Background: an optimization exercise with open tools, aiming at small area, a short achievable clock period and few clock cycles per item. Do not read the settings as production practice. The RTL was checked by simulation tests, not by an equivalence proof against the original design.

// hpf_core
module hpf_core (
    input  wire        clk,
    input  wire        rst,
    input  wire        cfg_we,
    input  wire [3:0]  cfg_addr,
    input  wire [31:0] cfg_data,
    input  wire        in_valid,
    output wire        in_ready,
    input  wire [31:0] in_v1,
    input  wire [31:0] in_v2,
    input  wire        in_clr,
    output reg         out_valid,
    output reg  [31:0] out_p,
    output reg  [31:0] out_y
);
    reg        cw_we;
    reg [3:0]  cw_addr;
    reg [31:0] cw_data;
    reg [31:0] coef [0:15];
    always @(posedge clk) begin
        cw_we   <= cfg_we;
        cw_addr <= cfg_addr;
        cw_data <= cfg_data;
        if (cw_we)
            coef[cw_addr] <= cw_data;
    end
    reg [4:0]  ph;
    reg        vf0, vf1, vf2, vf3;
    reg        clr0, clr1, clr2;
    reg        z0, z1, z2;        
    reg        rdy;
    wire acc = in_valid & rdy & ~rst;
    assign in_ready = rdy;
    wire        fend  = (ph == 5'd16);
    wire [4:0]  ph_n  = fend ? 5'd0 : ph + 5'd1;
    wire        vf1_n = fend ? vf0 : vf1;
    wire        vf2_n = fend ? vf1 : vf2;
    wire        vf3_n = fend ? vf2 : vf3;
    always @(posedge clk) begin
        if (rst) begin
            ph  <= 5'd0;
            vf0 <= 1'b0;
            vf1 <= 1'b0;
            vf2 <= 1'b0;
            vf3 <= 1'b0;
        end else begin
            ph  <= ph_n;
            if (fend) begin
                vf0 <= acc;
                vf1 <= vf0;
                vf2 <= vf1;
                vf3 <= vf2;
            end
        end
        rdy <= ~rst & (ph_n == 5'd16);
        if (fend) begin
            clr0 <= in_clr;
  ...
For scale: about 7200 cells after synthesis, about 80000 µm² of cells after synthesis.
==> module hpf_fadd, before the edit <==
module hpf_fadd (
    input  wire        clk,
    input  wire [31:0] a,
    input  wire [31:0] b,
    input  wire        sub,
    output reg  [31:0] y
);
    wire [31:0] bb = {b[31] ^ sub, b[30:0]};
    wire a_e1 = (a[30:23] == 8'hff);
    wire b_e1 = (bb[30:23] == 8'hff);
    wire a_fz = (a[22:0] == 23'h0);
    wire b_fz = (bb[22:0] == 23'h0);
    wire a_nan = a_e1 & ~a_fz;
    wire b_nan = b_e1 & ~b_fz;
    wire a_inf = a_e1 & a_fz;
    wire b_inf = b_e1 & b_fz;
    wire        swap = bb[30:0] > a[30:0];
    wire [31:0] p = swap ? bb : a;
    wire [31:0] q = swap ? a : bb;
    wire        pz = (p[30:23] == 8'h00);
    wire        qz = (q[30:23] == 8'h00);
    wire [7:0]  ep = {p[30:24], p[23] | pz};
    wire [7:0]  ea1 = {a[30:24], a[23] | (a[30:23] == 8'h00)};
    wire [7:0]  eb1 = {bb[30:24], bb[23] | (bb[30:23] == 8'h00)};
    wire [7:0]  dab = ea1 - eb1;
    wire [7:0]  dba = eb1 - ea1;
    wire [4:0]  dabc = (dab > 8'd26) ? 5'd26 : dab[4:0];
    wire [4:0]  dbac = (dba > 8'd26) ? 5'd26 : dba[4:0];
    reg [23:0] mp2, mq2;
    reg [4:0]  d2;
    reg [7:0]  ep2;
    reg        s2, sub2, nan2, inf2;
    always @(posedge clk) begin
        mp2  <= {~pz, p[22:0]};
        mq2  <= {~qz, q[22:0]};
        d2   <= swap ? dbac : dabc;
        ep2  <= ep;
        s2   <= p[31];
        sub2 <= p[31] ^ q[31];
        nan2 <= a_nan | b_nan | (a_inf & b_inf & (a[31] ^ bb[31]));
        inf2 <= a_inf | b_inf;
    end
    wire [49:0] qsh   = {mq2, 26'b0} >> d2;
    reg  [23:0] smk;
    integer j;
    always @* begin
        for (j = 0; j < 24; j = j + 1)
            smk[j] = ({1'b0, d2} > j[5:0] + 6'd2);
    end
    wire [26:0] mq_al = {qsh[49:24], |(mq2 & smk)};
    wire [27:0] sum   = {1'b0, mp2, 3'b0} + ({1'b0, mq_al} ^ {28{sub2}}) + {27'b0, sub2};
    reg [27:0] sum3;
    reg [7:0]  ep3;
    reg        s3, sub3, nan3, inf3;
    always @(posedge clk) begin
        sum3 <= sum;
        ep3  <= ep2;
        s3   <= s2;
        sub3 <= sub2;
        nan3 <= nan2;
        inf3 <= inf2;
    end
    reg [4:0] lz;
    integer i;
    always @* begin
        lz = 5'd27;
        for (i = 0; i < 27; i = i + 1)
            if (sum3[i]) lz = 5'd26 - i[4:0];
    end
    wire [7:0]  epm1 = ep3 - 8'd1;
    wire [8:0]  dlz  = {1'b0, ep3} - {4'b0, lz};      
    wire        lzok = ~dlz[8] & (dlz != 9'd0);
    wire [4:0]  lsh  = lzok ? lz : epm1[4:0];
    wire [26:0] nl   = sum3[26:0] << lsh;
    reg [26:0] n4;
    reg [8:0]  e4;
    reg        s4, sub4, nan4, inf4, zero4;
    always @(posedge clk) begin
        n4    <= sum3[27] ? {sum3[27:2], sum3[1] | sum3[0]} : nl;
        e4    <= sum3[27] ? {1'b0, ep3} + 9'd1 : (lzok ? dlz : 9'd1);
        s4    <= s3;
        sub4  <= sub3;
        nan4  <= nan3;
        inf4  <= inf3;
        zero4 <= (sum3 == 28'd0);
    end
    wire [23:0] m   = n4[26:3];
    wire        g   = n4[2];
    wire        st  = n4[1] | n4[0];
    wire        inc = g & (st | m[0]);
    wire [7:0]  ef  = e4[7:0] - 8'd1 + {7'b0, m[23]};
    wire [30:0] bits = {ef, m[22:0]} + {30'b0, inc};
    always @(posedge clk) begin
        if (nan4)
            y <= 32'h7fc00000;
        else if (inf4)
            y <= {s4, 8'hff, 23'b0};
        else if (zero4)
            y <= {~sub4 & s4, 31'b0};
        else if (e4 > 9'd254 || bits[30:23] == 8'hff)
            y <= {s4, 8'hff, 23'b0};
        else
            y <= {s4, bits[30:0]};
    end
endmodule
Settings: LEC_CHECK=0, ABC_CLOCK_PERIOD_IN_PS=18000, CAP_MARGIN=20, CORE_MARGIN=2, CORE_UTILIZATION=60, CTS_BUF_LIST=sky130_fd_sc_hd__clkbuf_8, PLACE_DENSITY=0.8, SLEW_MARGIN=20; clock period 24.0 ns.
standard.sh (not shown) runs the stock make flow with config.mk's settings and CLKGATE_MAP_FILE= SYNTH_SCRIPT=/design/flow/synth_recipe.tcl, a recipe that flattens the netlist after the stock synthesis.
==> flow/flow/run.sh <==
#!/bin/bash
# The standard layout (the standard.sh, unchanged synthesis and steps),
# except that the port buffers that placement inserts are buf_2 cells
# instead of the delay buffers the resizer picks by default.
set -euo pipefail
export BUFFER_PORTS_ARGS="-buffer_cell sky130_fd_sc_hd__buf_2"
bash standard.sh finish > standard.log 2>&1
Testbench counts at the start, summed over its fixed seeds: cycles 27,372, items 1,600.
Next try:
--- a/flow/design.v
+++ b/flow/design.v
@@ -1216,19 +1216,13 @@
         s2   <= p[31];
         sub2 <= p[31] ^ q[31];
         nan2 <= a_nan | b_nan | (a_inf & b_inf & (a[31] ^ bb[31]));
         inf2 <= a_inf | b_inf;
     end
     wire [49:0] qsh   = {mq2, 26'b0} >> d2;
-    reg  [23:0] smk;
-    integer j;
-    always @* begin
-        for (j = 0; j < 24; j = j + 1)
-            smk[j] = ({1'b0, d2} > j[5:0] + 6'd2);
-    end
-    wire [26:0] mq_al = {qsh[49:24], |(mq2 & smk)};
+    wire [26:0] mq_al = {qsh[49:24], |qsh[23:0]};
     wire [27:0] sum   = {1'b0, mp2, 3'b0} + ({1'b0, mq_al} ^ {28{sub2}}) + {27'b0, sub2};
     reg [27:0] sum3;
     reg [7:0]  ep3;
     reg        s3, sub3, nan3, inf3;
     always @(posedge clk) begin
         sum3 <= sum;
=> Non-clock buffer count climbs by 22. Synthesized cell count stays flat. Synthesized area hardly moves. Worst setup slack barely changes.
Testbench counts after the change, summed over its fixed seeds: cycles 27,372, items 1,600.

static timing again, ports no longer ideal:
No port has a modelled driver above. Below, the same layouts with a new extraction and two added sets of constraints.
Step 1 (the two cells are an assumption about what drives the block):
set clk [get_ports {clk}]
set_driving_cell -lib_cell sky130_fd_sc_hd__clkbuf_16 $clk
set_driving_cell -lib_cell sky130_fd_sc_hd__buf_2 [delete_from_list [all_inputs] $clk]
Step 2, shift: input delay + t, output delay - t, t = (earliest + latest rising clock arrival at the registers) / 2. This alone moves slack from input paths to output paths.
Slacks: ideal ports / drivers / drivers and shift; pairs: ideal ports / drivers.
| run | shift t [ns] | setup WS [ns] | clock arrival spread, ns |
|---|---|---|---|
| the first run | 1.059 | 17.658 / 17.578 / 17.833 | 0.087 / 0.087 |
| the second run | 1.051 | 17.658 / 17.577 / 17.776 | 0.099 / 0.100 |
After both steps every run listed still meets setup and hold.
